What follows belongs to an exercise in optimizing a design on an open flow for small area, a short achievable clock period and few clock cycles; a production flow would make more cautious choices.
Where RTL was checked, it was by simulation tests only, not by an equivalence proof against the original.
The RTL of runs 2 and 3 was laid out without a check of its function.

**design/flow/design.v**
```verilog
module hchacha20_qr (
    input  wire [31:0] a_i,
    input  wire [31:0] b_i,
    input  wire [31:0] c_i,
    input  wire [31:0] d_i,
    output wire [31:0] a_o,
    output wire [31:0] b_o,
    output wire [31:0] c_o,
    output wire [31:0] d_o
);
    wire [31:0] a1 = a_i + b_i;
    wire [31:0] d1x = d_i ^ a1;
    wire [31:0] d1 = {d1x[15:0], d1x[31:16]};    
    wire [31:0] c1 = c_i + d1;
    wire [31:0] b1x = b_i ^ c1;
    wire [31:0] b1 = {b1x[19:0], b1x[31:20]};    
    wire [31:0] a2 = a1 + b1;
    wire [31:0] d2x = d1 ^ a2;
    wire [31:0] d2 = {d2x[23:0], d2x[31:24]};    
    wire [31:0] c2 = c1 + d2;
    wire [31:0] b2x = b1 ^ c2;
    wire [31:0] b2 = {b2x[24:0], b2x[31:25]};    
    assign a_o = a2;
    assign b_o = b2;
    assign c_o = c2;
    assign d_o = d2;
endmodule
module hchacha20_round (
    input  wire [511:0] x_i,
    input  wire         diag,
    output wire [511:0] x_o
);
    wire [31:0] w [0:15];
    wire [31:0] y [0:15];
    genvar i;
    generate
        for (i = 0; i < 16; i = i + 1) begin : g_words
            assign w[i] = x_i[32*i +: 32];
            assign x_o[32*i +: 32] = y[i];
        end
        for (i = 0; i < 4; i = i + 1) begin : g_qr
            wire [31:0] a_o, b_o, c_o, d_o;
            wire [31:0] b_col = w[4 + i];
            wire [31:0] c_col = w[8 + i];
            wire [31:0] d_col = w[12 + i];
            wire [31:0] b_dia = w[4 + ((i + 1) % 4)];
            wire [31:0] c_dia = w[8 + ((i + 2) % 4)];
            wire [31:0] d_dia = w[12 + ((i + 3) % 4)];
            hchacha20_qr u_qr (
                .a_i(w[i]),
                .b_i(diag ? b_dia : b_col),
                .c_i(diag ? c_dia : c_col),
                .d_i(diag ? d_dia : d_col),
                .a_o(a_o),
                .b_o(b_o),
                .c_o(c_o),
                .d_o(d_o)
            );
        end
        for (i = 0; i < 4; i = i + 1) begin : g_wb
            assign y[i] = g_qr[i].a_o;
            assign y[4 + i]  = diag ? g_qr[(i + 3) % 4].b_o : g_qr[i].b_o;
            assign y[8 + i]  = diag ? g_qr[(i + 2) % 4].c_o : g_qr[i].c_o;
            assign y[12 + i] = diag ? g_qr[(i + 1) % 4].d_o : g_qr[i].d_o;
        end
    endgenerate
endmodule
module hchachacha_core (
    input  wire         clk,
    input  wire         rst_n,       
    input  wire         start,
    input  wire [31:0]  cmdw,
    input  wire [255:0] key,
    input  wire [127:0] din,
    output wire         ready,
    output wire [3:0]   status,
    output wire [127:0] dout,
    output wire [31:0]  cmdr,
    output wire         done,
    output wire         err
);
    localparam [3:0] P_IDLE   = 4'd0,
                     P_KSINIT = 4'd1,
                     P_KSWK   = 4'd2,
                     P_KSRK   = 4'd3,
                     P_SPLIT  = 4'd4,
                     P_WHA    = 4'd5,
                     P_WHB    = 4'd6,
                     P_FL     = 4'd7,
                     P_FR     = 4'd8,
                     P_LMMIX  = 4'd9,
                     P_LMSIG  = 4'd10,
                     P_LMISIG = 4'd11,
                     P_MERGE  = 4'd12,
                     P_ERASE  = 4'd13;
    localparam [7:0] NR_F  = 8'd8;
    localparam [7:0] NR_LM = 8'd6;
    localparam       NR_MAX = 8;
    localparam [4:0] PRF_LAST = 5'd20;
    reg  [3:0]   phase;
    reg  [7:0]   rnd;
    reg  [3:0]   status_r;
    reg  [31:0]  cmdr_r;
    reg  [255:0] key_r;
    reg  [127:0] din_r;
    reg  [7:0]   ctr;            
    reg  [255:0] wk;
    reg  [255:0] rk [0:NR_MAX-1];
    reg  [63:0]  lh;             
    reg  [63:0]  rh;             
    reg  [127:0] dout_r;
    reg  [511:0] x;
    reg  [4:0]   pcnt;
    wire dir = cmdr_r[0];
    wire lm  = cmdr_r[1];
    wire [7:0] nr = lm ? NR_LM : NR_F;
    wire cmd_illegal = (cmdw[7:2] != 6'd0);
    wire cmd_badsize = (cmdw[15:8] != 8'd32) || (cmdw[23:16] != 8'd16) ||
                       (cmdw[31:24] != 8'd16);
    wire take_start  = start && (phase == P_IDLE);
    wire prf_phase = (phase == P_KSWK) || (phase == P_KSRK) || (phase == P_FL) ||
                     (phase == P_FR) || (phase == P_LMMIX);
    wire [7:0] rk_idx = (phase == P_FR) ? rnd + 8'd1 : rnd;
    reg  [255:0] prf_key;
    reg  [127:0] prf_in;
    always @(*) begin
        case (phase)
            P_KSWK, P_KSRK: begin
                prf_key = key_r;
                prf_in  = {ctr + 8'd1, 120'd0};
            end
            P_FL: begin
                prf_key = rk[rk_idx[2:0]];
                prf_in  = {64'd0, rh};
            end
            P_FR: begin
                prf_key = rk[rk_idx[2:0]];
                prf_in  = {64'd0, lh};
            end
            default: begin    
                prf_key = rk[rk_idx[2:0]];
                prf_in  = {64'd0, lh ^ rh};
            end
        endcase
    end
    wire [511:0] x_init = {prf_in, prf_key, 32'h6b206574, 32'h79622d32,
                           32'h3320646e, 32'h61707865};
    wire [511:0] x_next;
    hchacha20_round u_round (
        .x_i (x),
        .diag(~pcnt[0]),
        .x_o (x_next)
    );
    wire [255:0] pout = {x_next[511:384], x_next[127:0]};
    wire         prf_done = prf_phase && (pcnt == PRF_LAST);
    wire [63:0]  mix = pout[63:0];
    wire [63:0] lh_sigma     = {lh[31:0] ^ lh[63:32], lh[63:32]};
    wire [63:0] lh_sigma_inv = {lh[31:0], lh[31:0] ^ lh[63:32]};
    integer i;
    always @(posedge clk or negedge rst_n) begin
        if (!rst_n) begin
            phase    <= P_IDLE;
            rnd      <= 8'd0;
            status_r <= 4'd0;
            cmdr_r   <= 32'd0;
            key_r    <= 256'd0;
            din_r    <= 128'd0;
            ctr      <= 8'd0;
            wk       <= 256'd0;
            for (i = 0; i < NR_MAX; i = i + 1)
                rk[i] <= 256'd0;
            lh       <= 64'd0;
            rh       <= 64'd0;
            dout_r   <= 128'd0;
            x        <= 512'd0;
            pcnt     <= 5'd0;
        end else begin
            if (prf_phase) begin
                if (pcnt == 5'd0)
                    x <= x_init;
                else
                    x <= x_next;
                if (pcnt == PRF_LAST)
                    pcnt <= 5'd0;
                else
                    pcnt <= pcnt + 5'd1;
            end
            case (phase)
                P_IDLE: begin
                    if (take_start) begin
                        cmdr_r <= cmdw;
                        if (cmd_illegal) begin
                            status_r <= 4'b1000;
                        end else if (cmd_badsize) begin
                            status_r <= 4'b0100;
                        end else begin
                            key_r    <= key;
                            din_r    <= din;
                            status_r <= 4'b0001;
                            rnd      <= 8'd0;
                            phase    <= P_KSINIT;
                        end
                    end
                end
                P_KSINIT: begin
                    ctr   <= 8'd0;
                    phase <= P_KSWK;
                end
                P_KSWK: begin
                    if (prf_done) begin
                        ctr   <= ctr + 8'd1;
                        wk    <= pout;
                        rnd   <= 8'd0;
                        phase <= P_KSRK;
                    end
                end
                P_KSRK: begin
                    if (prf_done) begin
                        ctr            <= ctr + 8'd1;
                        rk[rnd[2:0]]   <= pout;
                        if (rnd == nr - 8'd1) begin
                            rnd   <= 8'd0;
                            phase <= P_SPLIT;
                        end else begin
                            rnd   <= rnd + 8'd1;
                        end
                    end
                end
                P_SPLIT: begin
                    lh    <= din_r[63:0];
                    rh    <= din_r[127:64];
                    rnd   <= 8'd0;
                    phase <= dir ? P_WHB : P_WHA;
                end
                P_WHA: begin
                    lh <= lh ^ wk[63:0];
                    rh <= rh ^ wk[127:64];
                    if (!dir) begin
                        rnd   <= 8'd0;
                        phase <= lm ? P_LMMIX : P_FL;
                    end else begin
                        phase <= P_MERGE;
                    end
                end
                P_WHB: begin
                    lh <= lh ^ wk[191:128];
                    rh <= rh ^ wk[255:192];
                    if (!dir) begin
                        phase <= P_MERGE;
                    end else if (!lm) begin
                        rnd   <= nr - 8'd2;
                        phase <= P_FR;
                    end else begin
                        rnd   <= nr - 8'd1;
                        phase <= P_LMMIX;
                    end
                end
                P_FL: begin
                    if (prf_done) begin
                        lh <= lh ^ mix;
                        if (!dir) begin
                            phase <= P_FR;
                        end else if (rnd == 8'd0) begin
                            phase <= P_WHA;
                        end else begin
                            rnd   <= rnd - 8'd2;
                            phase <= P_FR;
                        end
                    end
                end
                P_FR: begin
                    if (prf_done) begin
                        rh <= rh ^ mix;
                        if (!dir) begin
                            if (rnd + 8'd2 == nr) begin
                                rnd   <= 8'd0;
                                phase <= P_WHB;
                            end else begin
                                rnd   <= rnd + 8'd2;
                                phase <= P_FL;
                            end
                        end else begin
                            phase <= P_FL;
                        end
                    end
                end
                P_LMMIX: begin
                    if (prf_done) begin
                        lh <= lh ^ mix;
                        rh <= rh ^ mix;
                        if (!dir) begin
                            if (rnd == nr - 8'd1) begin
                                rnd   <= 8'd0;
                                phase <= P_WHB;
                            end else begin
                                phase <= P_LMSIG;
                            end
                        end else begin
                            if (rnd == 8'd0) begin
                                phase <= P_WHA;
                            end else begin
                                rnd   <= rnd - 8'd1;
                                phase <= P_LMISIG;
                            end
                        end
                    end
                end
                P_LMSIG: begin
                    lh    <= lh_sigma;
                    rnd   <= rnd + 8'd1;
                    phase <= P_LMMIX;
                end
                P_LMISIG: begin
                    lh    <= lh_sigma_inv;
                    phase <= P_LMMIX;
                end
                P_MERGE: begin
                    dout_r <= {rh, lh};
                    phase  <= P_ERASE;
                end
                P_ERASE: begin
                    key_r    <= 256'd0;
                    din_r    <= 128'd0;
                    ctr      <= 8'd0;
                    wk       <= 256'd0;
                    for (i = 0; i < NR_MAX; i = i + 1)
                        rk[i] <= 256'd0;
                    lh       <= 64'd0;
                    rh       <= 64'd0;
                    x        <= 512'd0;
                    rnd      <= 8'd0;
                    status_r <= 4'b0010;
                    phase    <= P_IDLE;
                end
                default: begin
                    phase <= phase;    
                end
            endcase
        end
    end
    assign ready  = (phase == P_IDLE);
    assign status = status_r;
    assign dout   = dout_r;
    assign cmdr   = cmdr_r;
    assign done   = status_r[1];
    assign err    = (status_r[3:2] != 2'b00);
endmodule
```
**design/flow/run.sh**
```bash
#!/bin/bash
# synth_recipe.tcl (not shown) runs the flow's synth.tcl, then flattens the netlist and writes it again
# the make line also repeats each setting of config.mk as NAME=value (left out here)
make -C /OpenROAD-flow-scripts/flow DESIGN_CONFIG=/design/flow/config.mk WORK_HOME=/design/flow/orfs CLKGATE_MAP_FILE= SYNTH_SCRIPT=/design/flow/synth_recipe.tcl finish
```
**design/flow/config.mk**
```make
export PLATFORM = sky130hd
export DESIGN_NAME = hchachacha_core
export DESIGN_NICKNAME = hchachacha_core
export VERILOG_FILES = /design/flow/design.v
export SDC_FILE = /design/flow/constraint.sdc
export NUM_CORES = 8
export LEC_CHECK = 0
export CAP_MARGIN = 20
export CORE_MARGIN = 2
export CORE_UTILIZATION = 40
export PLACE_DENSITY = 0.6
export SETUP_SLACK_MARGIN = 1.0
export SLEW_MARGIN = 20
```
**design/flow/constraint.sdc**
```tcl
create_clock -name core_clock -period 15.0 [get_ports {clk}]
set_input_delay 3.0000 -clock core_clock [delete_from_list [all_inputs] [get_ports {clk}]]
set_output_delay 3.0000 -clock core_clock [all_outputs]
set_load 0.01 [all_outputs]
```
==> Flow_metrics.wiki, run 1 <==
{| class="wikitable"
! Metric !! Value
|-
| Worst reg2reg startpoint || pcnt[0]
|-
| Mux contribution to synthesized area || 5.10%
|-
| Highest Clock Rate || 0.0730 GHz
|-
| Synth Area in Adders || 3.43%
|-
| Number of buffers and inverters on the critical path || 11
|-
| Clock sink count || 3517
|-
| Post-synthesis average cell area || 8.87 um2
|-
| Post-Route Hold Slack || 0.475 ns
|-
| Fraction of the mapped netlist area in compound gates || 23.8%
|-
| Clock tree from TritonCTS || done
|-
| Worst-path clk slew || 0.07 ns
|-
| Fraction of registers with async set or reset after synthesis || 100%
|-
| Startpoint of the lowest-slack hold path || rk[4][26]
|-
| Number of global-route vias before repair || 180k
|-
| Effective utilization at floorplan || 40.2%
|-
| Die Area || 494000 um2
|-
| DR vias || 198k
|-
| Die width || 703 um
|-
| Number of antenna violations at the first check in global routing || 219
|-
| Kind of capture point of the worst setup path || flop
|-
| Routed vias/inst || 6.61
|-
| Drt drc || 0
|-
| Minimum period implied by the final worst setup slack || 13.69 ns
|-
| Share of the synthesized netlist area taken by xor and xnor gates || 5.55%
|-
| Final ANT Viol Nets || 0
|-
| Routability-driven placement congestion ratio || 1.13
|-
| Type of the worst min-delay path || flop to flop
|-
| Synthesized netlist cell count || 22.1k
|-
| Sequential share of the synthesized area || 45.0%
|-
| Top Family by Delay on Critical Path || compound AO/OA/AOI/OAI gates
|-
| Worst setup path category || flop to flop
|-
| Unique cell type count in the Yosys netlist || 109
|-
| Boundary Pins || 586
|-
| Post-synth design cell area || 196000 um2
|-
| Post-synthesis register bit count || 3517
|-
| Standard-cell row count || 256
|-
| Layout overhead on the synthesized area || 19.6%
|-
| Setup WS pre-CTS || 0.505 ns
|-
| Final number of max-transition violations || 0
|-
| Synth warnings || 3
|-
| Core ar. || 487000 um2
|-
| WP data arrival || 14.59 ns
|-
| Crit path launch || pcnt[0]
|-
| Total Routed Length || 1290 mm
|-
| Category of the worst setup path launch point || flop
|-
| Total of buffers placed on input and output ports || 585
|-
| Cell type with the largest total area after synthesis || sky130_fd_sc_hd__dfrtp_1
|-
| Number of iterations in the first detailed-routing pass || 11
|-
| Proportion of layout cells with a drive suffix above 1 || 14.3%
|-
| CTS root buf || sky130_fd_sc_hd__clkbuf_16
|-
| Largest family of logic cells by synthesized area || compound AO/OA/AOI/OAI gates
|-
| Final hold viol count || 0
|-
| Fillcell total || 46.9k
|-
| Number of DRC violations after detailed-routing iteration 0 || 31.6k
|-
| Source-to-sink clock delay at the later pin of the worst-skew pair || 1.11 ns
|-
| Top cell type's share of synthesized area || 45.0%
|-
| WL per Instance || 42.8 um
|-
| Main synth FF type || sky130_fd_sc_hd__dfrtp_1
|-
| Inserted Clock Buffers || 395
|-
| Path length in cells of the critical path || 55
|-
| Final-report setup violation count || 0
|-
| Top area cells in the synthesized netlist || sky130_fd_sc_hd__dfrtp_1 45%, sky130_fd_sc_hd__nand2_1 7.5%, sky130_fd_sc_hd__o21ai_0 7.1%
|-
| Depth of the worst hold-timing path || 2
|-
| Setup Skew || 0.109 ns
|-
| Critical path fanouts, max || 34
|-
| Total Neg Setup Slack || 0 ns
|-
| Relative slew slack || 6.45%
|-
| Synth Area in Simple Gates || 13.1%
|-
| Smallest setup slack after layout || 1.31 ns
|-
| Nets || 24.0k
|-
| EDFF count, synth || 0
|-
| Result of the run || timing/DRC/antenna clean
|-
| CTS Buffer Depth || 4
|-
| Critical path required time || 15.90 ns
|-
| Number of cells on the worst reg-to-reg path || 55
|-
| Wire length of the first global-routing pass || 1680 mm
|-
| Post-Syn Nets || 23.0k
|-
| Dpl cells || 29.1k
|-
| Setup repair after global routing missed its margin || false
|-
| Tot GR Track Use || 50.4%
|-
| Most frequent cell on the critical path || sky130_fd_sc_hd__buf_4
|-
| Worst-margin pin slew || 1.39 ns
|-
| H-Tree Level Count || 5
|-
| Layout Cells excl Fill || 30.0k
|-
| Slowest library cell on the worst path || sky130_fd_sc_hd__dfrtp_4
|-
| Final global-route overflow total || 0
|-
| Longest individual stage delay on the worst path || 0.55 ns
|-
| Die outline height || 703 um
|-
| Half-perimeter wire length of the detailed placement result || 994 mm
|-
| Largest net degree at the start of global routing || 236
|-
| Maxcap violations || 0
|-
| Share of the clock period used by the worst path after layout || 91.3%
|}
==> synth_stat cells (57+ instances only) <==
| master | n |
|---|---|
| sky130_fd_sc_hd__mux2i_1 | 347 |
| sky130_fd_sc_hd__a221oi_1 | 208 |
| sky130_fd_sc_hd__dfrtp_1 | 3517 |
| sky130_fd_sc_hd__a21oi_1 | 2247 |
| sky130_fd_sc_hd__buf_2 | 86 |
| sky130_fd_sc_hd__o21a_1 | 67 |
| sky130_fd_sc_hd__xor2_1 | 387 |
| sky130_fd_sc_hd__o211ai_1 | 127 |
| sky130_fd_sc_hd__clkbuf_1 | 1483 |
| sky130_fd_sc_hd__o21ai_0 | 2761 |
| sky130_fd_sc_hd__nand2_1 | 3888 |
| sky130_fd_sc_hd__inv_1 | 358 |
| sky130_fd_sc_hd__nand3_1 | 466 |
| sky130_fd_sc_hd__nand2b_1 | 98 |
| sky130_fd_sc_hd__a22o_1 | 365 |
| sky130_fd_sc_hd__a211oi_1 | 184 |
| sky130_fd_sc_hd__mux4_2 | 91 |
| sky130_fd_sc_hd__nor2b_1 | 60 |
| sky130_fd_sc_hd__o221ai_1 | 195 |
| sky130_fd_sc_hd__o21bai_1 | 66 |
| sky130_fd_sc_hd__nand4_1 | 61 |
| sky130_fd_sc_hd__mux2_2 | 383 |
| sky130_fd_sc_hd__nor3_1 | 168 |
| sky130_fd_sc_hd__nor2_1 | 1279 |
| sky130_fd_sc_hd__and3_1 | 73 |
| sky130_fd_sc_hd__o31ai_1 | 64 |
| sky130_fd_sc_hd__a32o_1 | 57 |
| sky130_fd_sc_hd__a31oi_1 | 196 |
| sky130_fd_sc_hd__buf_1 | 146 |
| sky130_fd_sc_hd__ha_1 | 510 |
| sky130_fd_sc_hd__xnor2_1 | 741 |
| sky130_fd_sc_hd__a22oi_1 | 276 |
| sky130_fd_sc_hd__o22ai_1 | 164 |
| sky130_fd_sc_hd__a21o_1 | 257 |
| sky130_fd_sc_hd__a221o_1 | 141 |
==> registers in the layout (all words and copies together), names as in the netlist <==
name / cells
din_r: 128
phase: 4
rh: 64
lh: 64
cmdr_r: 32
wk: 256
rk: 2048
ctr: 8
x: 512
pcnt: 5
dout_r: 128
rnd: 8
status_r: 4
key_r: 256
==> stage by stage <==
step | utilization (%) | cell area [um2]
after CTS | 47.8 | 232000
final | 48.1 | 234000
after global routing | 48.0 | 233000
after floorplan | - | 196000
after detailed placement | 44.9 | 218000
after global placement | 44.8 | 218000
==> tightest hold or removal path, stage by stage (launching register included) <==
cell                      delay [ns]
sky130_fd_sc_hd__dfrtp_1        0.34
sky130_fd_sc_hd__nand2_1        0.05
sky130_fd_sc_hd__o21ai_0        0.06
==> layout by cell type, fill, tap and decap left out, types with 61 or more instances in the layout <==
cell,count
sky130_fd_sc_hd__nand2_1,3871
sky130_fd_sc_hd__dfrtp_1,3515
sky130_fd_sc_hd__o21ai_0,2711
sky130_fd_sc_hd__a21oi_1,2218
sky130_fd_sc_hd__buf_4,1645
sky130_fd_sc_hd__nor2_1,1242
sky130_fd_sc_hd__xnor2_1,657
sky130_fd_sc_hd__clkdlybuf4s50_1,584
sky130_fd_sc_hd__ha_1,500
sky130_fd_sc_hd__nand3_1,460
sky130_fd_sc_hd__clkbuf_16,398
sky130_fd_sc_hd__mux2_2,383
sky130_fd_sc_hd__a22o_1,365
sky130_fd_sc_hd__inv_1,358
sky130_fd_sc_hd__xor2_1,334
sky130_fd_sc_hd__mux2i_1,310
sky130_fd_sc_hd__a22oi_1,275
sky130_fd_sc_hd__a21o_1,256
sky130_fd_sc_hd__a221oi_1,204
sky130_fd_sc_hd__diode_2,193
sky130_fd_sc_hd__a31oi_1,193
sky130_fd_sc_hd__o221ai_1,185
sky130_fd_sc_hd__a211oi_1,177
sky130_fd_sc_hd__nor3_1,163
sky130_fd_sc_hd__o22ai_1,161
sky130_fd_sc_hd__a221o_1,140
sky130_fd_sc_hd__o211ai_1,127
sky130_fd_sc_hd__clkbuf_8,101
sky130_fd_sc_hd__nand2b_1,95
sky130_fd_sc_hd__mux4_2,91
sky130_fd_sc_hd__xnor2_2,86
sky130_fd_sc_hd__clkbuf_1,81
sky130_fd_sc_hd__and3_1,70
sky130_fd_sc_hd__buf_12,68
sky130_fd_sc_hd__o21a_1,66
sky130_fd_sc_hd__o21bai_1,65
sky130_fd_sc_hd__clkinv_2,64
sky130_fd_sc_hd__nand4_1,61
==> layout make-up <==
type,instances,area (um2),area share [%]
repair buffers,2319,19900,8.50
diodes,193,483,0.206
clock inverters,154,2240,0.957
inverters,359,1360,0.579
multi-input cells,16500,102000,43.7
clock buffers,577,11600,4.96
flip-flops and latches,3517,88000,37.6
well taps,6450,8070,3.45
==> routing by layer <==
layer	part of all wire (%)	track usage [%]	wire length (um)	vias up
li1	-	-	-	80500
met1	37	62.3	480000	100000
met2	40	69.5	513000	14500
met3	13	19.4	162000	3381
met4	10	41.0	130000	102
met5	0.085	0.903	1090	-
==> cell families (layout without fill, tap and decap cells) <==
| group | count (synthesis) | after routing |
|---|---|---|
| AO/OA/AOI/OAI | 7662 | 7662 |
| AND/OR/NAND/NOR | 6266 | 6266 |
| flip-flops | 3517 | 3517 |
| buffers and inverters | 2080 | 3409 |
| XOR/XNOR | 1173 | 1173 |
| multiplexers | 828 | 828 |
| adder cells (fa/ha/maj) | 526 | 526 |
| other | 0 | 193 |
==> repair_timing <==
action                                  in CTS  in global routing
setup buffers                                6                 11
hold buffers                                 0                  0
gates cloned                                 0                  2
endpoints found under the setup margin      19                141
gates resized for setup                     14                132
pin swaps                                    1                 14
==> path summary, 6_finish.rpt <==
kind	end	slack, ns
max	x[198]	1.31
min	rk[4][26]	0.47
max reg2reg	x[198]	1.31
min reg2reg	rk[4][26]	0.47
max in group asynchronous	phase[0]	10.03
min in group asynchronous	rk[7][120]	1.88
Testbench counts, summed over its fixed seeds: cycles 41,852.
==> inputs of run 2 (changes only) <==
==> design/flow/design.v (replaced) <==
module hchacha20_qr #(
    parameter integer R1 = 16,
    parameter integer R2 = 12
) (
    input  wire [31:0] a_i,
    input  wire [31:0] b_i,
    input  wire [31:0] c_i,
    input  wire [31:0] d_i,
    output wire [31:0] a_o,
    output wire [31:0] b_o,
    output wire [31:0] c_o,
    output wire [31:0] d_o
);
    wire [31:0] a1 = a_i + b_i;
    wire [31:0] dx = d_i ^ a1;
    wire [31:0] d1 = {dx[31-R1:0], dx[31:32-R1]};
    wire [31:0] c1 = c_i + d1;
    wire [31:0] bx = b_i ^ c1;
    wire [31:0] b1 = {bx[31-R2:0], bx[31:32-R2]};
    assign a_o = a1;
    assign b_o = b1;
    assign c_o = c1;
    assign d_o = d1;
endmodule
module hchacha20_round #(
    parameter integer SECOND = 0
) (
    input  wire [511:0] x_i,
    output wire [511:0] x_o
);
    localparam integer R1 = SECOND ? 8 : 16;
    localparam integer R2 = SECOND ? 7 : 12;
    genvar u;
    generate
        for (u = 0; u < 4; u = u + 1) begin : g_qr
            wire [31:0] a_o, b_o, c_o, d_o;
            hchacha20_qr #(.R1(R1), .R2(R2)) u_qr (
                .a_i(x_i[32*(u)      +: 32]),
                .b_i(x_i[32*(4 + u)  +: 32]),
                .c_i(x_i[32*(8 + u)  +: 32]),
                .d_i(x_i[32*(12 + u) +: 32]),
                .a_o(a_o),
                .b_o(b_o),
                .c_o(c_o),
                .d_o(d_o)
            );
            if (SECOND) begin : g_perm
                assign x_o[32*(0  + ((4 - u) % 4)) +: 32] = a_o;
                assign x_o[32*(4  + ((5 - u) % 4)) +: 32] = b_o;
                assign x_o[32*(8  + ((6 - u) % 4)) +: 32] = c_o;
                assign x_o[32*(12 + ((7 - u) % 4)) +: 32] = d_o;
            end else begin : g_keep
                assign x_o[32*(u)      +: 32] = a_o;
                assign x_o[32*(4 + u)  +: 32] = b_o;
                assign x_o[32*(8 + u)  +: 32] = c_o;
                assign x_o[32*(12 + u) +: 32] = d_o;
            end
        end
    endgenerate
endmodule
module hchachacha_core (
    input  wire         clk,
    input  wire         rst_n,       
    input  wire         start,
    input  wire [31:0]  cmdw,
    input  wire [255:0] key,
    input  wire [127:0] din,
    output wire         ready,
    output wire [3:0]   status,
    output wire [127:0] dout,
    output wire [31:0]  cmdr,
    output wire         done,
    output wire         err
);
    localparam [127:0] SIGMA = {32'h6b206574, 32'h79622d32, 32'h3320646e, 32'h61707865};
    reg  [3:0]   status_r;
    reg  [31:0]  cmdr_r;
    reg  [127:0] lr;         
    reg  [255:0] key_r;
    reg  [127:0] wsv;        
    reg  [511:0] s1;         
    reg  [511:0] s2;         
    reg  [5:0]   c;
    reg  [3:0]   k;          
    wire busy = status_r[0];
    wire dir  = cmdr_r[0];
    wire lm   = cmdr_r[1];
    wire cmd_illegal = (cmdw[7:2] != 6'd0);
    wire cmd_badsize = (cmdw[15:8] != 8'd32) || (cmdw[23:16] != 8'd16) ||
                       (cmdw[31:24] != 8'd16);
    wire [511:0] h1, y;
    hchacha20_round #(.SECOND(0)) u_half1 (.x_i(s1), .x_o(h1));
    wire [511:0] s2_in = h1;
    hchacha20_round #(.SECOND(1)) u_half2 (.x_i(s2), .x_o(y));
    wire c_f  = (c == 6'd0);
    wire c_rk = (c == 6'd1);
    wire c_end = (c == 6'd40);
    wire is_w = k[3];
    wire last = lm ? (k[2:0] == 3'd5) : (k[2:0] == 3'd7);
    wire [2:0] nm1  = lm ? 3'd5 : 3'd7;
    wire [2:0] ri   = dir ? nm1 - k[2:0] : k[2:0];
    wire [2:0] kn   = k[2:0] + 3'd1;
    wire [2:0] rin  = dir ? nm1 - kn : kn;
    wire [7:0] ctrn = {5'd0, rin} + 8'd2;
    wire [63:0] l = lr[63:0];
    wire [63:0] r = lr[127:64];
    wire [63:0] h = lm ? (l ^ r) : (ri[0] ? l : r);
    wire [127:0] w_lo = y[127:0];                
    wire [127:0] w_hi = y[511:384];              
    wire [255:0] pout = {y[511:384], y[127:0]};
    wire [63:0]  m    = y[63:0];
    wire [63:0] lm_x  = l ^ m;
    wire [63:0] lsig  = {lm_x[31:0] ^ lm_x[63:32], lm_x[63:32]};
    wire [63:0] lsigi = {lm_x[31:0], lm_x[31:0] ^ lm_x[63:32]};
    reg  [63:0] l_n, r_n;
    always @(*) begin
        if (lm) begin
            r_n = r ^ m;
            if (last)     l_n = lm_x;
            else if (dir) l_n = lsigi;
            else          l_n = lsig;
        end else begin
            l_n = ri[0] ? l : lm_x;
            r_n = ri[0] ? r ^ m : r;
        end
    end
    always @(posedge clk or negedge rst_n) begin
        if (!rst_n) begin
            status_r <= 4'd0;
            cmdr_r   <= 32'd0;
            lr       <= 128'd0;
            c        <= 6'd0;
            k        <= 4'hf;
        end else if (!busy) begin
            c <= 6'd1;
            k <= 4'hf;
            if (start) begin
                cmdr_r <= cmdw;
                if (cmd_illegal)      status_r <= 4'b1000;
                else if (cmd_badsize) status_r <= 4'b0100;
                else                  status_r <= 4'b0001;
            end
        end else begin
            c <= c_end ? 6'd0 : c + 6'd1;
            if (c_end) begin
                k <= k + 4'd1;
                if (is_w) begin
                    lr <= wsv ^ (dir ? w_hi : w_lo);
                end else if (last) begin
                    lr       <= {r_n, l_n} ^ wsv;
                    status_r <= 4'b0010;
                end else begin
                    lr <= {r_n, l_n};
                end
            end
        end
    end
    always @(posedge clk) begin
        s2 <= s2_in;
        if (!busy) begin
            key_r <= key;
            wsv   <= din;
            s1    <= {128'd0, key, SIGMA} | {8'd1, 504'd0};
        end else begin
            if (c_end && is_w)
                wsv <= dir ? w_lo : w_hi;
            if (c_f)
                s1 <= {64'd0, h, pout, SIGMA};
            else if (c_rk)
                s1 <= {ctrn, 120'd0, key_r, SIGMA};
            else
                s1 <= y;
        end
    end
    assign ready  = !busy;
    assign status = status_r;
    assign dout   = lr;
    assign cmdr   = cmdr_r;
    assign done   = status_r[1];
    assign err    = status_r[3] | status_r[2];
endmodule
==> Flow_metrics.wiki, run 2 <==
{| class="wikitable"
! Metric !! Value
|-
| Result of the run || timing/DRC/antenna clean
|-
| Total area of sequential cells || 36400 um2 (-59%)
|-
| Source-to-sink clock delay at the later pin of the worst-skew pair || 0.87 ns (-0.24 ns)
|-
| H-Tree Level Count || 4 (-1)
|-
| Main synth FF type || sky130_fd_sc_hd__dfxtp_1
|-
| Worst-path clk slew || 0.07 ns (about the same)
|-
| PostCTS Resize Cnt || 0 (-14)
|-
| WP data arrival || 10.32 ns (-4.27 ns)
|-
| Final global-route overflow total || 0 (unchanged)
|-
| Die outline height || 482 um (-31%)
|-
| Proportion of layout cells with a drive suffix above 1 || 8.54% (-5.8 points)
|-
| Final hold viol count || 0 (unchanged)
|-
| Largest registers || s1: 512 flops, s2: 512 flops, key_r: 256 flops
|-
| Highest Clock Rate || 0.104 GHz (+42%)
|-
| Fillcell total || 21.8k (-54%)
|-
| Nets || 11.7k (-51%)
|-
| Inserted Clock Buffers || 186 (-53%)
|-
| Tot GR Track Use || 50.8% (+0.35 points)
|-
| Number of cells on the worst reg-to-reg path || 26 (-53%)
|-
| Boundary Pins || 586 (unchanged)
|-
| Core ar. || 227000 um2 (-53%)
|-
| Critical path required time || 15.69 ns (-0.21 ns)
|-
| Standard-cell row count || 175 (-32%)
|-
| Setup WS pre-CTS || 6.03 ns (+5.52 ns)
|-
| Critical path fanouts, max || 8 (-76%)
|-
| CTS root buf || sky130_fd_sc_hd__clkbuf_16
|-
| Top cell type's share of synthesized area || 22.4% (-23 points)
|-
| Most used standard cells in the synthesized netlist || 1024 x sky130_fd_sc_hd__dfxtp_1, 1003 x sky130_fd_sc_hd__nand2_1, 881 x sky130_fd_sc_hd__a21oi_1, 861 x sky130_fd_sc_hd__nor2_1, 734 x sky130_fd_sc_hd__xnor2_1
|-
| Synth warnings || 1 (-2)
|-
| Routability-driven placement congestion ratio || 1.11 (-1.2%)
|-
| Setup Skew || 0.0459 ns (-0.0633 ns)
|-
| Commonest cells after routing, fill and taps aside || 1024 x sky130_fd_sc_hd__dfxtp_1, 994 x sky130_fd_sc_hd__nand2_1, 881 x sky130_fd_sc_hd__a21oi_1, 854 x sky130_fd_sc_hd__nor2_1, 668 x sky130_fd_sc_hd__xnor2_1
|-
| Placed Instance Area || 102000 um2 (-53%)
|-
| Drt drc || 0 (unchanged)
|-
| Post-synth design cell area || 91400 um2 (-53%)
|-
| Final number of max-transition violations || 0 (unchanged)
|-
| CTS hold repair buffers || 0 (unchanged)
|-
| Share of the clock period used by the worst path after layout || 64.2% (-27 points)
|-
| Worst setup path category || flop to flop
|-
| Unique cell type count in the Yosys netlist || 113 (+3.7%)
|-
| Type of the worst min-delay path || flop to flop
|-
| Maxcap violations || 0 (unchanged)
|-
| Half-perimeter wire length of the detailed placement result || 489 mm (-51%)
|-
| Post-Syn Nets || 11.2k (-51%)
|-
| Most common cell after layout, fill and taps aside || sky130_fd_sc_hd__dfxtp_1
|-
| Layout overhead on the synthesized area || 19.6% (about the same)
|-
| Layout Cells excl Fill || 14.0k (-53%)
|-
| Post-Route Hold Slack || 0.450 ns (-0.0243 ns)
|-
| Post CTS Setup Buffer Count || 0 (-6)
|-
| Final ANT Viol Nets || 0 (unchanged)
|-
| CTS Buffer Depth || 3 (-1)
|-
| Setup repair after global routing missed its margin || false
|-
| Die width || 482 um (-31%)
|-
| Wire length of the first global-routing pass || 779 mm (-54%)
|-
| Cell type with the largest total area after synthesis || sky130_fd_sc_hd__dfxtp_1
|-
| Number of antenna violations at the first check in global routing || 105 (-52%)
|-
| Routed vias/inst || 6.51 (-1.5%)
|-
| Sequential share of the synthesized area || 39.8% (-5.2 points)
|-
| Top area cells in the synthesized netlist || sky130_fd_sc_hd__dfxtp_1 22%, sky130_fd_sc_hd__edfxtp_1 13%, sky130_fd_sc_hd__xnor2_1 7.0%
|-
| Number of DRC violations after detailed-routing iteration 0 || 15.5k (-51%)
|-
| Smallest setup slack after layout || 5.37 ns (+4.06 ns)
|-
| Dpl cells || 13.6k (-53%)
|-
| Largest net degree at the start of global routing || 156 (-34%)
|-
| Total Neg Setup Slack || 0 ns (unchanged)
|-
| Design Area, Final || 109000 um2 (-53%)
|-
| Post-synthesis average cell area || 8.94 um2 (+0.86%)
|-
| Final-report setup violation count || 0 (unchanged)
|-
| Worst-margin pin slew || 1.38 ns (-0.0141 ns)
|-
| Depth of the worst hold-timing path || 1 (-1)
|-
| WL per Instance || 43.7 um (+1.9%)
|-
| Die Area || 232000 um2 (-53%)
|-
| Post-synthesis register bit count || 1582 (-55%)
|-
| Effective utilization at floorplan || 40.2% (about the same)
|-
| Synthesized netlist cell count || 10.2k (-54%)
|-
| Kind of capture point of the worst setup path || flop
|-
| Most frequently used cell type in the post-synthesis netlist || sky130_fd_sc_hd__dfxtp_1
|-
| Minimum period implied by the final worst setup slack || 9.63 ns (-4.06 ns)
|-
| Relative slew slack || 7.61% (+1.2 points)
|-
| Clock sink count || 1582 (-55%)
|-
| Fraction of registers with async set or reset after synthesis || 11.0% (-89 points)
|-
| Number of global-route vias before repair || 81.3k (-55%)
|-
| DR vias || 91.3k (-54%)
|-
| Category of the worst setup path launch point || flop
|-
| Area of the multi-input gates || 52900 um2 (-48%)
|-
| Clock tree from TritonCTS || done
|-
| Total of buffers placed on input and output ports || 585 (unchanged)
|-
| EDFF count, synth || 384 (+384)
|-
| Total Routed Length || 612 mm (-52%)
|-
| Number of iterations in the first detailed-routing pass || 7 (-4)
|}
run 2: cell count changes after synthesis, moves of 218 or more:
cell and change:
sky130_fd_sc_hd__mux2i_1 -289, sky130_fd_sc_hd__o21ai_0 -2088, sky130_fd_sc_hd__dfrtp_1 -3347, sky130_fd_sc_hd__nand2_1 -2885, sky130_fd_sc_hd__mux2_2 -309, sky130_fd_sc_hd__a22oi_1 -223, sky130_fd_sc_hd__edfxtp_1 +384, sky130_fd_sc_hd__nor2_1 -418
sky130_fd_sc_hd__a22o_1 -331, sky130_fd_sc_hd__dfxtp_1 +1024, sky130_fd_sc_hd__a21oi_1 -1366, sky130_fd_sc_hd__clkbuf_1 -1019, sky130_fd_sc_hd__xor2_1 +221, sky130_fd_sc_hd__nand3_1 -218
run 2: layout make-up:
cell class	instances	share of cell area, %
multi-input combinational	7776	48.4
sequential	1582	33.3
timing repair buffer	899	7.63
clock buffer	279	5.19
tap	3009	3.45
inverter	312	1.08
clock inverter	71	0.743
antenna	94	0.215
run 2: path summary, 6_finish.rpt:
| kind | start | endpoint | slack, ns |
|---|---|---|---|
| max in group asynchronous | rst_n | lr[70] | 10.49 |
| hold reg to reg | s1[493] | s2[509] | 0.45 |
| min in group asynchronous | rst_n | cmdr_r[22] | 2.20 |
| hold / removal | s1[493] | s2[509] | 0.45 |
| setup reg to reg | s2[128] | s1[161] | 5.37 |
| setup / recovery | s2[128] | s1[161] | 5.37 |
run 2: worst max-delay path: stages, from the launching register on:
cell	delay, ns
sky130_fd_sc_hd__dfxtp_1	0.39
sky130_fd_sc_hd__ha_1	0.20
sky130_fd_sc_hd__inv_1	0.07
sky130_fd_sc_hd__fa_2	0.35
sky130_fd_sc_hd__nand2b_1	0.19
sky130_fd_sc_hd__a211oi_1	0.42
sky130_fd_sc_hd__o21ai_1	0.25
sky130_fd_sc_hd__a2111oi_2	0.62
sky130_fd_sc_hd__nand4_1	0.75
sky130_fd_sc_hd__nand2_2	0.92
sky130_fd_sc_hd__xor2_2	0.83
sky130_fd_sc_hd__inv_1	0.27
sky130_fd_sc_hd__ha_1	0.30
sky130_fd_sc_hd__inv_1	0.09
sky130_fd_sc_hd__fa_1	0.25
sky130_fd_sc_hd__nor2b_1	0.07
sky130_fd_sc_hd__o21ai_0	0.25
sky130_fd_sc_hd__a21boi_0	0.20
sky130_fd_sc_hd__o21ai_0	0.19
sky130_fd_sc_hd__nand2b_1	0.16
sky130_fd_sc_hd__a311oi_1	0.66
sky130_fd_sc_hd__o211a_1	0.28
sky130_fd_sc_hd__a21boi_0	0.10
sky130_fd_sc_hd__xor2_1	0.87
sky130_fd_sc_hd__xor2_1	0.19
sky130_fd_sc_hd__mux2i_1	0.10
sky130_fd_sc_hd__o22ai_1	0.45
run 2: logic make-up after synthesis:
family / synth area share (%)
AO/OA/AOI/OAI: 20.7
buffers and inverters: 3.59
flip-flops: 39.8
AND/OR/NAND/NOR: 13.4
multiplexers: 1.55
adder cells (fa/ha/maj): 7.26
XOR/XNOR: 13.7
run 2: stage by stage:
stage	utilization, %
after floorplan	-
after global placement	45.0
after detailed placement	45.1
after CTS	47.9
after global routing	48.0
final	48.1
run 2: layer usage:
layer	share of wire (%)	GRT usage [%]	up-vias
met1	37	62.2	44700
met4	11	46.9	42
met3	13	17.4	1824
met5	0.13	1.33	-
met2	39	69.3	7269
li1	-	-	37400
==> inputs of run 3 (changes only) <==
==> design/flow/flow/run.sh (new file) <==
#!/bin/bash
set -euo pipefail
bash standard.sh synth > flow_synth.log 2>&1
bash standard.sh SETUP_SLACK_MARGIN=9 finish > flow_finish.log 2>&1
==> design/flow/standard.sh (new file) <==
#!/bin/bash
# synth_recipe.tcl (not shown) runs the flow's synth.tcl, then flattens the netlist and writes it again
# the make line also repeats each setting of config.mk as NAME=value (left out here)
make -C /OpenROAD-flow-scripts/flow DESIGN_CONFIG=/design/flow/config.mk WORK_HOME=/design/flow/orfs CLKGATE_MAP_FILE= SYNTH_SCRIPT=/design/flow/synth_recipe.tcl "${@:-finish}"
removed: design/flow/run.sh
==> Flow_metrics.wiki, run 3 <==
{| class="wikitable"
! Metric !! Value
|-
| Half-perimeter wire length of the detailed placement result || 484 mm (-1.1%)
|-
| Critical path required time || 15.71 ns (+0.02 ns)
|-
| Commonest cells after routing, fill and taps aside || 984 x sky130_fd_sc_hd__nand2_1, 964 x sky130_fd_sc_hd__dfxtp_1, 842 x sky130_fd_sc_hd__nor2_1, 785 x sky130_fd_sc_hd__a21oi_1, 621 x sky130_fd_sc_hd__o21ai_0
|-
| Share of the synthesized netlist area taken by xor and xnor gates || 13.7% (unchanged)
|-
| Core ar. || 227000 um2 (unchanged)
|-
| Largest family of logic cells by synthesized area || compound AO/OA/AOI/OAI gates
|-
| CTS root buf || sky130_fd_sc_hd__clkbuf_16
|-
| Most used standard cells in the synthesized netlist || 1024 x sky130_fd_sc_hd__dfxtp_1, 1003 x sky130_fd_sc_hd__nand2_1, 881 x sky130_fd_sc_hd__a21oi_1, 861 x sky130_fd_sc_hd__nor2_1, 734 x sky130_fd_sc_hd__xnor2_1
|-
| Tot GR Track Use || 50.8% (about the same)
|-
| Largest registers || s1: 512 flops, s2: 512 flops, key_r: 256 flops
|-
| Inserted Clock Buffers || 188 (+1.1%)
|-
| Layout Cells excl Fill || 14.3k (+2.2%)
|-
| Result of the run || timing/DRC/antenna clean
|-
| Final ANT Viol Nets || 0 (unchanged)
|-
| Largest net degree at the start of global routing || 133 (-15%)
|-
| Routed vias/inst || 6.52 (+0.15%)
|-
| Routability-driven placement congestion ratio || 1.13 (+1.7%)
|-
| Fraction of the mapped netlist area in compound gates || 20.7% (unchanged)
|-
| DR vias || 93.4k (+2.4%)
|-
| WL per Instance || 42.7 um (-2.2%)
|-
| H-Tree Level Count || 4 (unchanged)
|-
| Drt drc || 0 (unchanged)
|-
| Post-synthesis register bit count || 1582 (unchanged)
|-
| Top cell type's share of synthesized area || 22.4% (unchanged)
|-
| Worst setup path category || flop to flop
|-
| Setup Skew || 0.0417 ns (-0.00424 ns)
|-
| Type of the worst min-delay path || flop to flop
|-
| Effective utilization at floorplan || 40.2% (unchanged)
|-
| EDFF count, synth || 384 (unchanged)
|-
| Relative slew slack || 6.78% (-0.83 points)
|-
| Synth Area in Simple Gates || 13.4% (unchanged)
|-
| Post-synthesis average cell area || 8.94 um2 (unchanged)
|-
| Mux contribution to synthesized area || 1.55% (unchanged)
|-
| Nets || 12.0k (+2.6%)
|-
| CTS Buffer Depth || 3 (unchanged)
|-
| Fraction of registers with async set or reset after synthesis || 11.0% (unchanged)
|-
| Synthesized netlist cell count || 10.2k (unchanged)
|-
| Layout overhead on the synthesized area || 28.2%
|-
| Number of DRC violations after detailed-routing iteration 0 || 15.1k (-2.3%)
|-
| Worst-margin pin slew || 1.39 ns (+0.0124 ns)
|-
| Setup repair after global routing missed its margin || true
|-
| Final number of max-transition violations || 0 (unchanged)
|-
| Maxcap violations || 0 (unchanged)
|-
| Number of iterations in the first detailed-routing pass || 8 (+1)
|-
| Kind of capture point of the worst setup path || flop
|-
| Critical path fanouts, max || 8 (unchanged)
|-
| Main synth FF type || sky130_fd_sc_hd__dfxtp_1
|-
| Final-report setup violation count || 0 (unchanged)
|-
| Source-to-sink clock delay at the later pin of the worst-skew pair || 0.89 ns (+0.02 ns)
|-
| Synth Area in Adders || 7.26% (unchanged)
|-
| Clock tree from TritonCTS || done
|-
| Most common cell after layout, fill and taps aside || sky130_fd_sc_hd__nand2_1
|-
| Proportion of layout cells with a drive suffix above 1 || 17.1% (+8.6 points)
|-
| Top area cells in the synthesized netlist || sky130_fd_sc_hd__dfxtp_1 22%, sky130_fd_sc_hd__edfxtp_1 13%, sky130_fd_sc_hd__xnor2_1 7.0%
|-
| Unique cell type count in the Yosys netlist || 113 (unchanged)
|-
| Number of global-route vias before repair || 82.6k (+1.6%)
|-
| Highest Clock Rate || 0.164 GHz (+58%)
|-
| Boundary Pins || 586 (unchanged)
|-
| Sequential share of the synthesized area || 39.8% (unchanged)
|-
| Total Neg Setup Slack || 0 ns (unchanged)
|-
| Die Area || 232000 um2 (unchanged)
|-
| Post-synth design cell area || 91400 um2 (unchanged)
|-
| Post-Syn Nets || 11.2k (unchanged)
|-
| Minimum period implied by the final worst setup slack || 6.11 ns (-3.52 ns)
|-
| Die width || 482 um (unchanged)
|-
| Most frequently used cell type in the post-synthesis netlist || sky130_fd_sc_hd__dfxtp_1
|-
| Synth warnings || 1 (unchanged)
|-
| Category of the worst setup path launch point || flop
|-
| Wire length of the first global-routing pass || 783 mm (+0.48%)
|-
| Share of the clock period used by the worst path after layout || 40.8% (-23 points)
|-
| CTS hold repair buffers || 0 (unchanged)
|-
| Die outline height || 482 um (unchanged)
|-
| Cell type with the largest total area after synthesis || sky130_fd_sc_hd__dfxtp_1
|-
| Fillcell total || 21.0k (-3.5%)
|-
| Clock sink count || 1582 (unchanged)
|-
| Total Routed Length || 612 mm (about the same)
|-
| Worst-path clk slew || 0.07 ns (about the same)
|-
| Number of antenna violations at the first check in global routing || 103 (-1.9%)
|-
| Dpl cells || 13.6k (+0.022%)
|-
| Final global-route overflow total || 0 (unchanged)
|-
| Total of buffers placed on input and output ports || 585 (unchanged)
|-
| WP data arrival || 6.83 ns (-3.49 ns)
|-
| Final hold viol count || 0 (unchanged)
|-
| Standard-cell row count || 175 (unchanged)
|}
-- run 3: cell types whose count changed in the layout (fill, tap and decap cells not counted), moves of 59 or more --
cell	before	now
sky130_fd_sc_hd__ha_2	0	60
sky130_fd_sc_hd__ha_1	505	410
sky130_fd_sc_hd__xnor2_2	68	127
sky130_fd_sc_hd__xnor2_1	668	572
sky130_fd_sc_hd__xor2_1	573	489
sky130_fd_sc_hd__a21oi_1	881	785
sky130_fd_sc_hd__dfxtp_1	1024	964
sky130_fd_sc_hd__a21oi_2	3	78
sky130_fd_sc_hd__buf_4	301	558
-- run 3: cells by family after synthesis --
family	Yosys count
AND/OR/NAND/NOR	2766
buffers and inverters	862
flip-flops	1582
multiplexers	132
adder cells (fa/ha/maj)	521
AO/OA/AOI/OAI	2979
XOR/XNOR	1378
-- run 3: routing by layer --
layer  wire, um  track usage (%)  vias to the layer above
met2     237000             68.6                     7560
met5       1100             1.14                        -
li1           -                -                    38000
met1     221000             62.2                    45900
met4      71200             47.1                       40
met3      81400             18.5                     1881
-- run 3: stage by stage --
stage / setup slack, ns / instance area [um2] / util [%] / hold slack (ns)
2_1_floorplan: 9.33 / 91400 / - / 0.425
3_3_place_gp: 5.59 / 102000 / 45.0 / 0.443
3_5_place_dp: 5.60 / 102000 / 45.0 / 0.439
4_1_cts: 8.77 / 114000 / 50.1 / 0.443
5_1_grt: 8.76 / 117000 / 51.5 / 0.462
6_report: 8.89 / 117000 / 51.5 / 0.451
-- run 3: critical path, stage by stage, from the launching register on --
cell                      delay, ns
sky130_fd_sc_hd__dfxtp_4       0.40
sky130_fd_sc_hd__ha_1          0.36
sky130_fd_sc_hd__and2_4        0.18
sky130_fd_sc_hd__a221o_1       0.37
sky130_fd_sc_hd__a21o_1        0.21
sky130_fd_sc_hd__nor2_1        0.29
sky130_fd_sc_hd__o21ai_0       0.17
sky130_fd_sc_hd__xor2_1        0.18
sky130_fd_sc_hd__buf_4         0.31
sky130_fd_sc_hd__xnor2_1       0.84
sky130_fd_sc_hd__inv_1         0.47
sky130_fd_sc_hd__ha_1          0.52
sky130_fd_sc_hd__or2_2         0.32
sky130_fd_sc_hd__a21oi_1       0.18
sky130_fd_sc_hd__a21oi_2       0.07
sky130_fd_sc_hd__a21oi_2       0.26
sky130_fd_sc_hd__xnor2_4       0.18
sky130_fd_sc_hd__buf_12        0.17
sky130_fd_sc_hd__a221o_1       0.40
-- run 3: final timing paths --
| kind | start | endpoint | slack, ns | cells after the start |
|---|---|---|---|---|
| worst min-delay path | s1[197] | s2[209] | 0.45 | 1 |
| worst min register to register | s1[197] | s2[209] | 0.45 | 1 |
| min in group asynchronous | rst_n | lr[16] | 2.18 | 1 |
| max in group asynchronous | rst_n | lr[76] | 11.30 | 2 |
| worst max-delay path | s2[139] | s1[348] | 8.89 | 18 |
| worst max register to register | s2[139] | s1[348] | 8.89 | 18 |
-- run 3: repair_timing --
| action | in CTS | in global routing |
|---|---|---|
| endpoints found under the hold margin | 0 | 0 |
| setup buffers | 172 | 128 |
| setup endpoints to repair | 371 | 260 |
| pin swaps | 185 | 233 |
| gates resized for setup | 571 | 435 |
-- run 3: layout make-up --
type                            instances  area [um2]  area share [%]
Antenna cell                           97         243           0.207
Clock buffer                          260        5460            4.66
Clock inverter                         96        1200            1.02
Inverter                              312        1200            1.02
Multi-Input combinational cell       7776       57800            49.3
Sequential cell                      1582       36500            31.2
Tap cell                             3009        3760            3.21
Timing Repair Buffer                 1201       11000            9.38
==> inputs of run 4 (changes only) <==
--- a/design/flow/design.v
+++ b/design/flow/design.v
@@ -77,7 +77,6 @@
     reg  [31:0]  cmdr_r;
     reg  [127:0] lr;         
     reg  [255:0] key_r;
-    reg  [127:0] wsv;        
     reg  [511:0] s1;         
     reg  [511:0] s2;         
     reg  [5:0]   c;
@@ -95,13 +94,14 @@
     wire c_f  = (c == 6'd0);
     wire c_rk = (c == 6'd1);
     wire c_end = (c == 6'd40);
-    wire is_w = k[3];
-    wire last = lm ? (k[2:0] == 3'd5) : (k[2:0] == 3'd7);
+    wire is_w = (k == 4'hf);
+    wire last = lm ? (k == 4'd5) : (k == 4'd7);
+    wire fin  = lm ? (k == 4'd6) : (k == 4'd8);
     wire [2:0] nm1  = lm ? 3'd5 : 3'd7;
     wire [2:0] ri   = dir ? nm1 - k[2:0] : k[2:0];
     wire [2:0] kn   = k[2:0] + 3'd1;
     wire [2:0] rin  = dir ? nm1 - kn : kn;
-    wire [7:0] ctrn = {5'd0, rin} + 8'd2;
+    wire [7:0] ctrn = last ? 8'd1 : {5'd0, rin} + 8'd2;
     wire [63:0] l = lr[63:0];
     wire [63:0] r = lr[127:64];
     wire [63:0] h = lm ? (l ^ r) : (ri[0] ? l : r);
@@ -136,22 +136,27 @@
             k <= 4'hf;
             if (start) begin
                 cmdr_r <= cmdw;
-                if (cmd_illegal)      status_r <= 4'b1000;
-                else if (cmd_badsize) status_r <= 4'b0100;
-                else                  status_r <= 4'b0001;
+                if (cmd_illegal) begin
+                    status_r <= 4'b1000;
+                end else if (cmd_badsize) begin
+                    status_r <= 4'b0100;
+                end else begin
+                    status_r <= 4'b0001;
+                    lr       <= din;
+                end
             end
         end else begin
             c <= c_end ? 6'd0 : c + 6'd1;
             if (c_end) begin
                 k <= k + 4'd1;
-                if (is_w) begin
-                    lr <= wsv ^ (dir ? w_hi : w_lo);
-                end else if (last) begin
-                    lr       <= {r_n, l_n} ^ wsv;
-                    status_r <= 4'b0010;
-                end else begin
+                if (is_w)
+                    lr <= lr ^ (dir ? w_hi : w_lo);
+                else
                     lr <= {r_n, l_n};
-                end
+            end
+            if (c_f && fin) begin
+                lr       <= lr ^ (dir ? w_lo : w_hi);
+                status_r <= 4'b0010;
             end
         end
     end
@@ -159,11 +164,8 @@
         s2 <= s2_in;
         if (!busy) begin
             key_r <= key;
-            wsv   <= din;
             s1    <= {128'd0, key, SIGMA} | {8'd1, 504'd0};
         end else begin
-            if (c_end && is_w)
-                wsv <= dir ? w_lo : w_hi;
             if (c_f)
                 s1 <= {64'd0, h, pout, SIGMA};
             else if (c_rk)
==> Flow_metrics.wiki, run 4 <==
{| class="wikitable"
! Metric !! Value
|-
| Terminus of the critical flop-to-flop path || s1[204]
|-
| Result of the run || timing/DRC/antenna clean
|-
| Minimum period implied by the final worst setup slack || 6.19 ns (+0.0747 ns)
|-
| WL per Instance || 45.4 um (+6.3%)
|-
| Slowest library cell on the worst path || sky130_fd_sc_hd__a21oi_1
|-
| Die width || 459 um (-4.8%)
|-
| Clock sink count || 1454 (-8.1%)
|-
| Final hold viol count || 0 (unchanged)
|-
| Worst setup path category || flop to flop
|-
| Grt met1 use || 62.3% (+0.11 points)
|-
| Critical path fanouts, max || 7 (-1)
|-
| Top Family by Delay on Critical Path || compound AO/OA/AOI/OAI gates
|-
| Die outline height || 459 um (-4.8%)
|-
| Clock tree from TritonCTS || done
|-
| Source-to-sink clock delay at the later pin of the worst-skew pair || 0.89 ns (about the same)
|-
| Most Crowded Layer GR || met2
|-
| Tot GR Track Use || 53.4% (+2.5 points)
|-
| Wire length of the first global-routing pass || 745 mm (-4.9%)
|-
| Category of the worst setup path launch point || flop
|-
| Number of buffers and inverters on the critical path || 4 (+1)
|-
| Drt drc || 0 (unchanged)
|-
| Final global-route overflow total || 0 (unchanged)
|-
| Area of the multi-input gates || 53600 um2 (-7.3%)
|-
| Cell type with the largest total area after synthesis || sky130_fd_sc_hd__dfxtp_1
|-
| Startpoint of the lowest-slack hold path || s1[492]
|-
| Routed vias/inst || 6.86 (+5.2%)
|-
| Kind of capture point of the worst setup path || flop
|-
| Half-perimeter wire length of the detailed placement result || 458 mm (-5.4%)
|-
| Number of DRC violations after detailed-routing iteration 0 || 14.9k (-1.5%)
|-
| Setup Skew || 0.0332 ns (-0.00845 ns)
|-
| Post-Route Hold Slack || 0.441 ns (-0.0102 ns)
|-
| Layout overhead on the synthesized area || 29.7%
|-
| Share of the clock period used by the worst path after layout || 41.3% (+0.50 points)
|-
| GR met3 Demand/Resource || 22.8% (+4.3 points)
|-
| CTS root buf || sky130_fd_sc_hd__clkbuf_16
|-
| CTS Buffer Depth || 3 (unchanged)
|-
| Met2 track demand over resource in global routing || 71.3% (+2.8 points)
|-
| Post-Syn Nets || 10.0k (-10%)
|-
| Worst reg2reg startpoint || s2[236]
|-
| Number of iterations in the first detailed-routing pass || 13 (+5)
|-
| Synth warnings || 1 (unchanged)
|-
| Commonest cells after routing, fill and taps aside || 970 x sky130_fd_sc_hd__dfxtp_1, 707 x sky130_fd_sc_hd__nand2_1, 641 x sky130_fd_sc_hd__a21oi_1, 601 x sky130_fd_sc_hd__nor2_1, 584 x sky130_fd_sc_hd__clkdlybuf4s50_1
|-
| Post-synthesis register bit count || 1454 (-8.1%)
|-
| Main synth FF type || sky130_fd_sc_hd__dfxtp_1
|-
| List of cells traversed by the critical path || ha_2 > a21o_1 > a21o_1 > a211oi_2 > o21ai_4 > a221oi_4 > o21ai_2 > a21boi_2 > buf_4 > xnor3_2 > clkinvlp_4 > ha_4 > buf_4 > a21oi_4 > inv_1 > a21oi_2 > xnor2_1 > xnor2_1 > o21ai_0 > a21oi_1 > a21oi_1
|-
| Final-report setup violation count || 0 (unchanged)
|-
| Core ar. || 205000 um2 (-9.7%)
|-
| WP data arrival || 6.90 ns (+0.07 ns)
|-
| Die Area || 211000 um2 (-9.4%)
|-
| Maxcap violations || 0 (unchanged)
|-
| Total Neg Setup Slack || 0 ns (unchanged)
|-
| Synthesized netlist cell count || 9072 (-11%)
|-
| Fraction of registers with async set or reset after synthesis || 12.0% (+0.97 points)
|-
| Setup repair after global routing missed its margin || true
|-
| DR vias || 88.2k (-5.6%)
|-
| Standard-cell row count || 166 (-5.1%)
|-
| Nets || 10.9k (-9.3%)
|-
| Number of global-route vias before repair || 78.8k (-4.5%)
|-
| Final ANT Viol Nets || 0 (unchanged)
|-
| Most common cell after layout, fill and taps aside || sky130_fd_sc_hd__dfxtp_1
|-
| Post-synthesis average cell area || 9.12 um2 (+2.0%)
|-
| Top area cells in the synthesized netlist || sky130_fd_sc_hd__dfxtp_1 25%, sky130_fd_sc_hd__edfxtp_1 9.3%, sky130_fd_sc_hd__ha_1 7.6%
|-
| CTS hold repair buffers || 0 (unchanged)
|-
| Total Routed Length || 584 mm (-4.6%)
|-
| Worst-path clk slew || 0.07 ns (about the same)
|-
| Routability-driven placement congestion ratio || 1.16 (+2.6%)
|-
| Inserted Clock Buffers || 172 (-8.5%)
|-
| Highest Clock Rate || 0.162 GHz (-1.2%)
|-
| Proportion of layout cells with a drive suffix above 1 || 17.6% (+0.51 points)
|-
| Most frequently used cell type in the post-synthesis netlist || sky130_fd_sc_hd__dfxtp_1
|-
| Most used standard cells in the synthesized netlist || 1024 x sky130_fd_sc_hd__dfxtp_1, 728 x sky130_fd_sc_hd__nand2_1, 720 x sky130_fd_sc_hd__a21oi_1, 631 x sky130_fd_sc_hd__o21ai_0, 622 x sky130_fd_sc_hd__nor2_1
|-
| Depth of the worst hold-timing path || 1 (unchanged)
|-
| Largest net degree at the start of global routing || 128 (-3.8%)
|-
| Hold EP || s2[508]
|-
| Longest individual stage delay on the worst path || 0.58 ns (-0.26 ns)
|-
| Total area of sequential cells || 32700 um2 (-11%)
|-
| Total of buffers placed on input and output ports || 585 (unchanged)
|-
| Boundary Pins || 586 (unchanged)
|-
| Worst-margin pin slew || 1.42 ns (+0.0241 ns)
|-
| Number of cells on the worst reg-to-reg path || 21 (+3)
|-
| Sequential share of the synthesized area || 39.3% (-0.49 points)
|-
| Fillcell total || 18.9k (-9.8%)
|-
| Critical path required time || 15.71 ns (about the same)
|-
| Type of the worst min-delay path || flop to flop
|-
| Effective utilization at floorplan || 40.3% (+0.12 points)
|-
| Number of antenna violations at the first check in global routing || 117 (+14%)
|-
| Largest registers || s1: 512 flops, s2: 512 flops, key_r: 256 flops
|-
| Post-synth design cell area || 82800 um2 (-9.4%)
|-
| H-Tree Level Count || 4 (unchanged)
|-
| EDFF count, synth || 256 (-33%)
|-
| Top cell type's share of synthesized area || 24.8% (+2.3 points)
|-
| Final number of max-transition violations || 0 (unchanged)
|-
| Relative slew slack || 5.55% (-1.2 points)
|-
| Unique cell type count in the Yosys netlist || 117 (+3.5%)
|}
run 4: cell count changes after synthesis, moves of 53 or more:
| cell | change |
|---|---|
| sky130_fd_sc_hd__o22ai_1 | +94 |
| sky130_fd_sc_hd__nor2_1 | -239 |
| sky130_fd_sc_hd__a31oi_1 | -53 |
| sky130_fd_sc_hd__mux2_2 | -71 |
| sky130_fd_sc_hd__a21oi_1 | -161 |
| sky130_fd_sc_hd__xor2_1 | -63 |
| sky130_fd_sc_hd__xnor2_1 | -202 |
| sky130_fd_sc_hd__edfxtp_1 | -128 |
| sky130_fd_sc_hd__nand2_1 | -275 |
run 4: cell type report:
type | count | share of cell area (%)
multi-input combinational | 6864 | 49.9
antenna | 90 | 0.210
sequential | 1454 | 30.4
timing repair buffer | 1177 | 9.97
clock buffer | 239 | 4.53
inverter | 277 | 1.01
clock inverter | 83 | 0.785
tap | 2688 | 3.13
run 4: timing repair:
item                                   CTS  global route
setup buffers                          159            97
resized for setup                      597           399
pin swaps                              161           221
endpoints found under the hold margin    0             0
gates cloned                             1             0
setup endpoints to repair              494           219
run 4: metal layers:
metal  share of wire, %  vias to the layer above
met3                 14                     2341
li1                   -                    34800
met1                 35                    43100
met4                 12                       44
met5               0.13                        -
met2                 38                     7978
run 4: worst max-delay path by stage:
stage / start / to / slack (ns) / cells after the start
6_report: s2[236] / s1[204] / 8.81 / 21
3_5_place_dp: s2[192] / s1[250] / 5.98 / 23
2_1_floorplan: status_r[0] / ready / 9.35 / 6
5_1_grt: s2[192] / s1[225] / 8.77 / 30
3_3_place_gp: s2[235] / s1[218] / 5.91 / 22
4_1_cts: s2[133] / s1[160] / 8.90 / 22
run 4: worst register-to-register path: cells and delay by family (launching register included):
family / cells / cell delay [ns]
buffers and inverters: 4 / 0.78
AO/OA/AOI/OAI: 12 / 2.99
XOR/XNOR: 3 / 1.14
flip-flops: 1 / 0.38
adder cells (fa/ha/maj): 2 / 0.75
run 4: cells by family (layout without fill, tap and decap cells):
logic type	Yosys count	in the layout	synth area share (%)
compound gates	2909	2910	23.1
simple gates	2230	2230	12.5
flops	1454	1454	39.3
xor+xnor	1115	1115	12.4
buf+inv	755	1776	3.58
fa+ha+maj	521	521	8.02
mux	88	88	1.07
other cells	0	90	0
run 4: metrics by stage:
| step | instances | area [um2] | utilization (%) | worst slack (ns) |
|---|---|---|---|---|
| after detailed placement | 12200 | 93900 | 45.8 | 5.98 |
| final | 12900 | 107000 | 52.3 | 8.81 |
| after CTS | 12700 | 104000 | 50.7 | 8.90 |
| after global placement | 12200 | 93600 | 45.6 | 5.91 |
| after global routing | 12800 | 107000 | 52.2 | 8.77 |
| after floorplan | 9072 | 82800 | - | 9.35 |
Testbench counts of run 4, summed over its fixed seeds: cycles 42,440.

separate check: timing with driven ports:
Ports are ideal in the flow. The routed layouts listed here were re-timed in OpenROAD.
Step 1 (the two cells are an assumption about what drives the block):
set clk [get_ports {clk}]
set_driving_cell -lib_cell sky130_fd_sc_hd__clkbuf_16 $clk
set_driving_cell -lib_cell sky130_fd_sc_hd__buf_2 [delete_from_list [all_inputs] $clk]
Step 2, shift: input delay + t, output delay - t, t = (earliest + latest rising clock arrival at the registers) / 2. This alone moves slack from input paths to output paths.
a / b / c = ideal / step 1 / step 2; a / b = the first two.
| run | t (ns) | setup slack, ns | worst setup path at the end | cell pins on the clock port's net |
|---|---|---|---|---|
| run 1 | 1.179 | 1.309 / 1.309 / 1.309 | register to register | 1 |
| run 2 | 0.959 | 5.366 / 5.366 / 5.366 | register to register | 1 |
| run 3 | 0.978 | 8.885 / 8.885 / 8.885 | register to register | 1 |
| run 4 | 0.979 | 8.810 / 8.810 / 8.088 | input to register | 1 |
After both steps every run listed still meets setup and hold. The setup slack of run 4, which loses most, moves by 0.000 ns with the drivers and by -0.722 ns with both steps.
